This is an optimization exercise on Yosys and OpenROAD, whose aim is small area, a short achievable clock period and few clock cycles, not a production implementation.
In this exercise RTL edits were held to simulation tests only and were not proved equivalent to the original.
Power figures rest on the tool's default switching activity, not on a simulated workload.

`design/flow/design.v`:
```
module fb_blit (
    input  wire        clk,
    input  wire        rst,
    input  wire        cmd_valid,
    output wire        cmd_ready,
    input  wire [7:0]  cmd_op,
    input  wire [2:0]  cmd_mode,
    input  wire [1:0]  cmd_color,
    input  wire [15:0] cmd_arg0,
    input  wire [15:0] cmd_arg1,
    input  wire [15:0] cmd_arg2,
    input  wire [15:0] cmd_arg3,
    input  wire [15:0] cmd_arg4,
    input  wire [15:0] cmd_arg5,
    output wire        res_re,
    output wire [15:0] res_addr,
    input  wire [7:0]  res_rdata,
    output wire        fb_re,
    output wire [9:0]  fb_raddr,
    input  wire [7:0]  fb_rdata,
    output reg         fb_we,
    output reg  [9:0]  fb_waddr,
    output reg  [7:0]  fb_wdata
);
    localparam [7:0] OP_BITMAP = 8'h40;
    localparam [7:0] OP_SPRITE = 8'h50;
    localparam [1:0] C_OR   = 2'd0;    
    localparam [1:0] C_CLR  = 2'd1;    
    localparam [1:0] C_XOR  = 2'd2;    
    localparam [1:0] C_MASK = 2'd3;    
    localparam [1:0] M_NONE = 2'd0;    
    localparam [1:0] M_SEP  = 2'd1;    
    localparam [1:0] M_PLUS = 2'd2;    
    localparam [3:0] S_IDLE  = 4'd0;
    localparam [3:0] S_HDR0  = 4'd1;    
    localparam [3:0] S_HDR1  = 4'd2;    
    localparam [3:0] S_HDR2  = 4'd3;    
    localparam [3:0] S_GEO   = 4'd4;    
    localparam [3:0] S_LOOP  = 4'd5;    
    localparam [3:0] S_SWAP0 = 4'd6;    
    localparam [3:0] S_SWAP1 = 4'd7;    
    localparam [3:0] S_PLUSM = 4'd8;    
    localparam [3:0] S_RUN   = 4'd9;    
    localparam [3:0] S_DR1   = 4'd10;
    localparam [3:0] S_DR2   = 4'd11;
    reg [3:0]  state;
    reg [15:0] ra, al;
    reg [1:0]  comb, mkind;
    reg [7:0]  w, h;
    reg [8:0]  x9, y9;            
    reg        far;               
    reg [7:0]  fc;                
    reg [7:0]  mf;                
    reg        spr;               
    reg [5:0]  rc;                
    reg        aph;               
    reg [3:0]  pd0, pd1, pu0, pu1;
    reg        td, tu;
    reg [6:0]  dc;
    reg [7:0]  cw;
    reg [3:0]  pg;
    reg        dir, ph, first;
    reg [7:0]  s_rot;
    reg        c_go, c_wv, c_rv, c_first, c_up;
    reg [9:0]  wa1;
    reg [7:0]  scar, mcar;
    wire       masked = (mkind != M_NONE);
    wire       plus   = (mkind == M_PLUS);
    wire [2:0]  yo    = y9[2:0];
    wire        yz    = (yo != 3'd0);
    wire [5:0]  srow  = y9[8:3];                  
    wire        sneg  = srow[5];
    wire [5:0]  rows  = ({1'b0, h[7:3]}) + {5'd0, (h[2:0] != 3'd0)};
    wire [7:0]  ilo   = x9[8] ? (~x9[7:0] + 8'd1) : 8'd0;
    wire [5:0]  as_   = sneg ? (~srow + {5'd0, ~yz}) : 6'd0;    
    wire [15:0] wk    = plus ? {7'd0, w, 1'b0} : {8'd0, w};
    wire [15:0] iloK  = plus ? {7'd0, ilo, 1'b0} : {8'd0, ilo};
    wire [9:0]  xw    = {x9[8], x9} + {2'b00, w};
    wire [9:0]  yh    = {y9[8], y9} + {2'b00, h};
    wire        g_off = far || (w == 8'd0) || (h == 8'd0) || xw[9] || (xw == 10'd0) ||
                        yh[9] || (yh == 10'd0);
    wire [6:0]  g_e   = {srow[5], srow} + {1'b0, rows} - 7'd1 + {6'd0, yz};   
    wire        g_big = !g_e[6] && (g_e[5:3] != 3'd0);                        
    wire [3:0]  g_phi = g_big ? 4'd7 : g_e[3:0];
    wire [3:0]  g_plo = sneg ? 4'd0 : {1'b0, srow[2:0]};
    wire [3:0]  g_pd0 = sneg ? (yz ? 4'hF : 4'd0) : {1'b0, srow[2:0]};
    wire [3:0]  g_pu0 = (g_big && yz) ? 4'd8 : g_phi;
    wire [7:0]  g_cw  = (x9[8] ? xw[7:0] : w) - 8'd1;
    wire [6:0]  g_dc  = x9[8] ? 7'd0 : x9[6:0];
    wire [3:0]  pend   = dir ? pu1 : pd1;
    wire        tdir   = dir ? tu : td;
    wire [3:0]  pnext  = dir ? pg - 4'd1 : pg + 4'd1;
    wire        lastp  = (pg == pend);
    wire        rv     = !(lastp && tdir);
    wire        rlast  = lastp || (tdir && (pnext == pend));
    wire        wv     = !pg[3];
    wire        lastc  = (cw == 8'd0) || (dc == 7'd127);
    wire        sph0   = masked && rv && !ph;         
    wire        lp_more = (rc != 6'd0) || (fc != 8'd0);
    wire        lp_last = (rc != 6'd0) ? ((rc == 6'd1) && (fc == 8'd0))
                                        : ((rows == 6'd1) && (fc == 8'd1));
    reg  [15:0] opnd;
    reg         cin;
    always @(*) begin
        opnd = 16'd0;
        cin  = 1'b0;
        case (state)
            S_HDR0, S_HDR1, S_PLUSM: opnd = 16'd1;
            S_HDR2:  opnd = iloK;
            S_GEO:   opnd = iloK;
            S_LOOP:  opnd = wk;
            S_SWAP1: opnd = {8'd0, ilo};
            S_RUN: begin
                if (rlast) begin
                    opnd = plus ? 16'd2 : 16'd1;
                end else if (dir) begin
                    opnd = ~wk;
                    cin  = 1'b1;
                end else begin
                    opnd = wk;
                end
            end
            default: ;
        endcase
    end
    wire [16:0] sum17 = {ra, 1'b1} + {opnd, cin};
    wire [15:0] sum   = sum17[16:1];
    wire        is_bmp  = (cmd_op == OP_BITMAP);
    wire        is_spr  = (cmd_op == OP_SPRITE);
    wire        mask_nz = (cmd_arg4 != 16'd0);
    wire [2:0]  mode_r  = (cmd_mode == 3'd5) ? (mask_nz ? 3'd3 : 3'd0) : cmd_mode;
    wire        b_zero  = (cmd_arg2 == 16'd0);
    wire        nop_bmp = b_zero || (cmd_arg3[7:0] == 8'd0) || (cmd_arg4[7:0] == 8'd0) ||
                          (cmd_color == 2'd3);
    wire        nop_spr = b_zero || (mode_r[2] && mode_r[1:0] != 2'd0) ||
                          (mode_r == 3'd3 && !mask_nz) || (mode_r == 3'd6) || (mode_r == 3'd7);
    wire        i_xfar  = cmd_arg0[15] ? (cmd_arg0[14:8] != 7'h7F) : (cmd_arg0[14:7] != 8'd0);
    wire        i_yfar  = cmd_arg1[15] ? (cmd_arg1[14:8] != 7'h7F) : (cmd_arg1[14:6] != 9'd0);
    assign cmd_ready = (state == S_IDLE);
    wire run = (state == S_RUN);
    assign res_addr = ra;
    assign res_re   = (state == S_HDR0) || (state == S_HDR1) || (run && rv);
    assign fb_raddr = {pg[2:0], dc};
    assign fb_re    = run && wv && !sph0;
    wire [15:0] rr2   = {res_rdata, res_rdata} << yo;
    wire [7:0]  rrot  = rr2[15:8];                        
    wire [7:0]  lom   = 8'hFF << yo;
    wire [7:0]  s_r   = c_rv ? (masked ? s_rot : rrot) : 8'd0;
    wire [7:0]  m_r   = c_rv ? (masked ? rrot : 8'hFF) : 8'd0;
    wire [7:0]  curm  = c_up ? ~lom : lom;
    wire [7:0]  S     = (s_r & curm) | (c_first ? 8'd0 : scar);
    wire [7:0]  M     = (m_r & curm) | (c_first ? 8'd0 : mcar);
    reg  [7:0]  wd;
    always @(*) begin
        case (comb)
            C_OR:    wd = fb_rdata | S;
            C_CLR:   wd = fb_rdata & ~S;
            C_XOR:   wd = fb_rdata ^ S;
            default: wd = (fb_rdata & ~M) | S;
        endcase
    end
    always @(posedge clk) begin
        s_rot    <= rrot;
        wa1      <= {pg[2:0], dc};
        fb_waddr <= wa1;
        fb_wdata <= wd;
        fb_we    <= !rst && c_go && c_wv;
        if (c_go) begin
            scar <= s_r & ~curm;
            mcar <= m_r & ~curm;
        end
        c_go    <= !rst && run && !sph0;
        c_wv    <= wv;
        c_rv    <= rv;
        c_first <= first;
        c_up    <= dir && yz;
    end
    always @(posedge clk) begin
        if (rst) begin
            state <= S_IDLE;
        end else begin
            case (state)
                S_IDLE: begin
                    if (cmd_valid) begin
                        ra    <= cmd_arg2;
                        al    <= cmd_arg4;
                        x9    <= cmd_arg0[8:0];
                        y9    <= cmd_arg1[8:0];
                        far   <= i_xfar || i_yfar;
                        w     <= cmd_arg3[7:0];
                        h     <= cmd_arg4[7:0];
                        fc    <= is_spr ? cmd_arg3[7:0] : 8'd0;
                        mf    <= cmd_arg5[7:0];
                        spr   <= is_spr;
                        aph   <= 1'b0;
                        if (is_bmp) begin
                            mkind <= M_NONE;
                            case (cmd_color)
                                2'd0:    comb <= C_CLR;
                                2'd1:    comb <= C_OR;
                                default: comb <= C_XOR;
                            endcase
                        end else begin
                            case (mode_r)
                                3'd0: begin comb <= C_MASK; mkind <= M_NONE; end
                                3'd1: begin comb <= C_OR;   mkind <= M_NONE; end
                                3'd2: begin comb <= C_CLR;  mkind <= M_NONE; end
                                3'd3: begin comb <= C_MASK; mkind <= M_SEP;  end
                                default: begin comb <= C_MASK; mkind <= M_PLUS; end
                            endcase
                        end
                        if (is_bmp && !nop_bmp)
                            state <= S_GEO;
                        else if (is_spr && !nop_spr)
                            state <= S_HDR0;
                    end
                end
                S_HDR0: begin
                    ra    <= sum;
                    state <= S_HDR1;
                end
                S_HDR1: begin
                    ra    <= sum;
                    w     <= res_rdata;
                    state <= S_HDR2;
                end
                S_HDR2: begin
                    ra    <= sum;           
                    h     <= res_rdata;
                    state <= S_GEO;
                end
                S_GEO: begin
                    pd0 <= g_pd0;
                    pd1 <= g_phi;
                    pu0 <= g_pu0;
                    pu1 <= g_plo;
                    td  <= yz && !g_big;
                    tu  <= yz && !sneg;
                    cw  <= g_cw;
                    dc  <= g_dc;
                    rc  <= as_;
                    pg    <= g_pd0;
                    dir   <= 1'b0;
                    ph    <= 1'b0;
                    first <= 1'b1;
                    if (!spr)
                        ra <= sum;          
                    if (g_off)
                        state <= S_IDLE;
                    else if (as_ != 6'd0 || fc != 8'd0)
                        state <= S_LOOP;
                    else if (mkind == M_SEP)
                        state <= S_SWAP0;
                    else if (mkind == M_PLUS)
                        state <= S_PLUSM;
                    else
                        state <= S_RUN;
                end
                S_LOOP: begin
                    if (lp_more) begin
                        ra <= sum;
                        if (rc != 6'd0) begin
                            rc <= rc - 6'd1;
                        end else begin
                            fc <= fc - 8'd1;
                            rc <= rows - 6'd1;
                        end
                    end
                    if (!lp_more || lp_last) begin
                        if (mkind == M_SEP)
                            state <= aph ? S_SWAP1 : S_SWAP0;
                        else if (mkind == M_PLUS)
                            state <= S_PLUSM;
                        else
                            state <= S_RUN;
                    end
                end
                S_SWAP0: begin
                    ra    <= al;
                    al    <= ra;
                    aph   <= 1'b1;
                    rc    <= as_;
                    fc    <= mf;
                    state <= (as_ != 6'd0 || mf != 8'd0) ? S_LOOP : S_SWAP1;
                end
                S_SWAP1: begin
                    ra    <= al;
                    al    <= sum;
                    state <= S_RUN;
                end
                S_PLUSM: begin
                    al    <= sum;
                    state <= S_RUN;
                end
                S_RUN: begin
                    if (rv) begin
                        if (masked) begin
                            ra <= al;
                            al <= sum;
                        end else begin
                            ra <= sum;
                        end
                    end
                    if (sph0) begin
                        ph <= 1'b1;
                    end else begin
                        ph <= 1'b0;
                        if (lastp) begin
                            if (lastc) begin
                                state <= S_DR1;
                            end else begin
                                dir   <= !dir;
                                pg    <= dir ? pd0 : pu0;
                                dc    <= dc + 7'd1;
                                cw    <= cw - 8'd1;
                                first <= 1'b1;
                            end
                        end else begin
                            pg    <= pnext;
                            first <= 1'b0;
                        end
                    end
                end
                S_DR1: state <= S_DR2;
                S_DR2: state <= S_IDLE;
                default: state <= S_IDLE;
            endcase
        end
    end
endmodule
```
`design/flow/run.sh`:
```
#!/bin/bash
# synth_recipe.tcl (not shown) runs the flow's synth.tcl, then flattens the netlist and writes it again
# the make line also repeats each setting of config.mk as NAME=value (left out here)
make -C /OpenROAD-flow-scripts/flow DESIGN_CONFIG=/design/flow/config.mk WORK_HOME=/design/flow/orfs CLKGATE_MAP_FILE= SYNTH_SCRIPT=/design/flow/synth_recipe.tcl finish
```
`design/flow/config.mk`:
```
export PLATFORM = sky130hd
export DESIGN_NAME = fb_blit
export DESIGN_NICKNAME = fb_blit
export VERILOG_FILES = /design/flow/design.v
export SDC_FILE = /design/flow/constraint.sdc
export NUM_CORES = 4
export LEC_CHECK = 0
export CAP_MARGIN = 20
export CORE_MARGIN = 2
export CORE_UTILIZATION = 40
export SLEW_MARGIN = 20
```
`design/flow/constraint.sdc`:
```
create_clock -name core_clock -period 12.0 [get_ports {clk}]
set_input_delay 2.4000 -clock core_clock [delete_from_list [all_inputs] [get_ports {clk}]]
set_output_delay 2.4000 -clock core_clock [all_outputs]
set_load 0.01 [all_outputs]
```
==> impl_results.md <==
- Status: timing/DRC/antenna clean
- Synth Cell Area: 12700 µm²
- Post-synthesis area per instance: 10.1 µm²
- Final period util: 47.6%
- Max_slew headroom: between 20% and 30%
- I/O Buffers: 159
- Root Buffer: clkbuf_16
- Number of routed nets with antenna violations: 0
- Global-route wire length before repair: 55600 µm
- Starting Density: 40.4%
- Max clock buf depth: 2
- RD Place Congestion: 0.935
- Combinational share of power: 13.9%
- Worst min-delay path category: reg -> reg
- Achievable Freq: 0.175 GHz
- Worst r2r path cells: 17
- Syn Nets: 1463
- CP Capture Type: output port
- Post-synth EDFFs: 150
- Synth area leaders: edfxtp_1 36%, ha_1 7.3%, dfxtp_1 7.3%
- Async set or reset register ratio after synthesis: 0%
- Sw frac: 23.6%
- Site Rows: 65
- Busiest layer in global routing: met2
- Ports: 176
- Flop2flop setup slack: 6.65 ns
- Worst Path Required: 9.60 ns
- Reg power frac: 46.7%
- Post-CTS sizing: 0
- Largest net degree at the start of global routing: 29
- Layout cells sized above 1: 8.24%
- CP arrival: 3.31 ns
- Synth top area share: 35.5%
- Layout Skew: roughly 0.014 ns
- Critical path cell sequence: buf_4 -> mux2i_1 -> xnor2_1 -> a311oi_4 -> nand2_1 -> nand2_1 -> nand2_1 -> nor2_1 -> clkdlybuf4s50_1
- Skew-Pair Late Insertion Delay: 0.44 ns
- Critical-path top delay cell: clkdlybuf4s50_1
- Pwr per Cell Area: 108 nW/µm²
- CTS tree: built
- Reg2reg start: dir
- Die footprint: 33100 µm²
- Hold Path Cell Cnt: 0
- Initial antenna violation count: 5
- Sequential Area: between 5000 and 6000 µm²
- HP Start: wa1[0]
- Hold_buf cts: 0
- Fin. Hold Viols: 0
- LEAKAGE: 0.00569 µW
- Reg2reg end: al[11]
- Max cap viols: 0
- Total congestion overflow: 0
- Vias in the first global route: between 10000 and 15000
- Sequential share of the synthesized area: 42.8%
- Synth warnings: 1
- RSZ-0062 raised after global routing: false
- Setup TNS: 0 ns
- Cell count after synthesis: about 1300
- Vias per cell: 5.72
- Top cell type by total area after synthesis: edfxtp_1
- Num CTS Buffers: 17
- Maximum resistive drop on vdd: roughly 95 µV
- CP Class: reg -> out
- FILL cells: 2897
- Detail Placement HPWL: 27700 µm
- Synth Flop Type: edfxtp_1
- Hold worst-path end: fb_waddr[0]
- Fin. max-slew vios: 0
- Htree depth: 4
- Post-Layout Cell Count: 1810
- Area of the multi-input gates: 6680 µm²
- CP most frequent cell: nand2_1
- Number of register bits inferred by synthesis: between 150 and 200
- Die X: 182 µm
- Syn-to-layout area delta: 20.5%
- Setup bufs post-CTS: 0
- Internal power: 1260 µW
- Crit path max fanout: 26
- Clk network pwr share: 39.4%
- Total wire length: around 36000 µm
- Clk sinks: 196
- Synth cell types: 93
- CP max stage delay: between 0.5 and 0.6 ns
- GR met3 Demand/Resource: 4.51%
- Via count: about 10000
- # placed instances: 1778
- Chip Height: 182 µm
- Nets: ~1600
- Met2 Resource Use GR: 33.9%
- Diode count: 0
- DR iter-0 viols: ~880
- Reg clk slew, reported paths: 0.07 ns
- Type of origin of the critical path: register
- Drt first pass iters: 7
- Met1 Track Usage GR: 29.1%
- Worst Tran Pin Value: 1.13 ns
- Switching pwr: 390 µW
- GRT Overall Usage: a little over a fifth
- Final setup viols: 0
- Routed WL per cell: between 15 and 20 µm
- Minimum clock period: 5.71 ns
- Core ar.: 31400 µm²
- Residual DRC: 0
==> critical path: cells and delay by family, from the launching register on <==
kind	cells	cell delay (ns)
AO/OA/AOI/OAI	1	0.46
XOR/XNOR	1	0.15
buffers and inverters	2	0.88
flip-flops	1	0.33
multiplexers	1	0.28
AND/OR/NAND/NOR	4	0.76
==> cells in the mapped netlist (all sizes together) (8+ instances only) <==
library cell,instances
edfxtp,150
nor2,117
o21ai,85
inv,78
nand2,78
a21oi,77
ha,74
xnor2,56
dfxtp,46
clkbuf,43
xor2,34
nand3,32
mux2,31
nor4,26
mux2i,23
a22oi,22
nor3,18
nand2b,17
a21o,15
a31oi,13
a222oi,12
buf,12
a211oi,10
nand3b,10
or3,10
and3,9
nand4,9
mux4,8
nor2b,8
o221ai,8
o31ai,8
==> through the flow <==
| stage | utilization, % | worst slack, ns | hold WS [ns] | total power, µW | area (µm²) |
|---|---|---|---|---|---|
| floorplan | - | 6.34 | 0.310 | 915 | 12700 |
| global placement | 46.5 | 6.55 | 0.310 | 1010 | 14600 |
| detailed placement | 46.5 | 6.55 | 0.312 | 1010 | 14600 |
| CTS | 48.6 | 6.22 | 0.327 | 1660 | 15300 |
| global route | 48.7 | 6.10 | 0.335 | 1710 | 15300 |
| finish | 48.7 | 6.29 | 0.327 | 1650 | 15300 |
==> cell type report <==
type	count	area share, %
flip-flops and latches	196	35.5
clock buffers	20	2.86
clock inverters	12	1.49
well taps	402	3.29
inverters	78	1.92
repair buffers	175	11.2
multi-input cells	927	43.7
==> logic make-up (layout without fill, tap and decap cells) <==
group	count (synthesis)	in the layout	synth area share, %
adders and majority gates	79	79	8.09
xor gates and xnor gates	91	91	6.46
and+or+nand+nor	360	360	14.0
DFF	196	196	42.8
muxes	62	62	6.02
AOI/OAI and AO/OA	335	335	17.8
buffers and inverters	133	285	4.81
==> power by group through the flow <==
| stage | clock network [µW] | logic [µW] | registers (µW) |
|---|---|---|---|
| 5_1_grt | 685 | 253 | 773 |
| 3_3_place_gp | 0 | 222 | 786 |
| 2_1_floorplan | 0 | 135 | 780 |
| 6_report | 650 | 229 | 771 |
| 4_1_cts | 660 | 229 | 771 |
| 3_5_place_dp | 0 | 227 | 786 |
==> worst max-delay path by stage <==
| stage | start | endpoint | slack [ns] |
|---|---|---|---|
| 4_1_cts | dir | fb_re | 6.22 |
| 6_report | dir | fb_re | 6.29 |
| 5_1_grt | dir | fb_re | 6.10 |
| 3_3_place_gp | cmd_op[2] | state[2] | 6.55 |
| 3_5_place_dp | cmd_op[2] | state[2] | 6.55 |
| 2_1_floorplan | rst | al[0] | 6.34 |
==> cells in the final DEF (no fill, tap or decap), drive strengths merged, types with 32 or more instances in the layout <==
| cell type | netlist | final |
|---|---|---|
| nand2 | 78 | 78 |
| ha | 74 | 74 |
| clkdlybuf4s50 | 0 | 159 |
| nand3 | 32 | 32 |
| dfxtp | 46 | 46 |
| xor2 | 34 | 34 |
| nor2 | 117 | 117 |
| a21oi | 77 | 77 |
| edfxtp | 150 | 150 |
| o21ai | 85 | 85 |
| inv | 78 | 79 |
| xnor2 | 56 | 56 |
==> registers in the layout, summed over array words and instances (netlist names), 9 cells and up <==
signal    flops
ra           16
x9            9
fb_waddr     10
wa1          10
y9            9
al           16
==> routing by layer <==
layer / vias to the layer above / share of wire (%)
li1: 4984 / -
met1: 4878 / 44
met2: 409 / 45
met3: 78 / 7.3
met4: 10 / 3.6
met5: - / 0.19
Testbench counts, summed over its fixed seeds: cycles 35,875.

## separate check: timing with driven ports
No port has a modelled driver above. Below, the same layout with a new extraction and two added sets of constraints. Step 1 (the two cells are an assumption about what drives the block):
set clk [get_ports {clk}]
set_driving_cell -lib_cell sky130_fd_sc_hd__clkbuf_16 $clk
set_driving_cell -lib_cell sky130_fd_sc_hd__buf_2 [delete_from_list [all_inputs] $clk]
Step 2 adds t to the input delays and takes it off the output delays; t is the mean of the earliest and latest rising clock arrival at the registers after step 1. Input paths then give back, and output paths get back, about the clock's delay inside the block. Three values: ideal, step 1, step 2; two values: the first two.
shift t [ns]: 0.488
setup WS [ns]: 6.293 / 6.239 / 6.491
worst hold slack (ns): 0.327 / 0.327 / 0.327
After both steps setup and hold are still met in this run. The setup slack of this run moves by -0.054 ns with the drivers and by +0.198 ns with both steps.
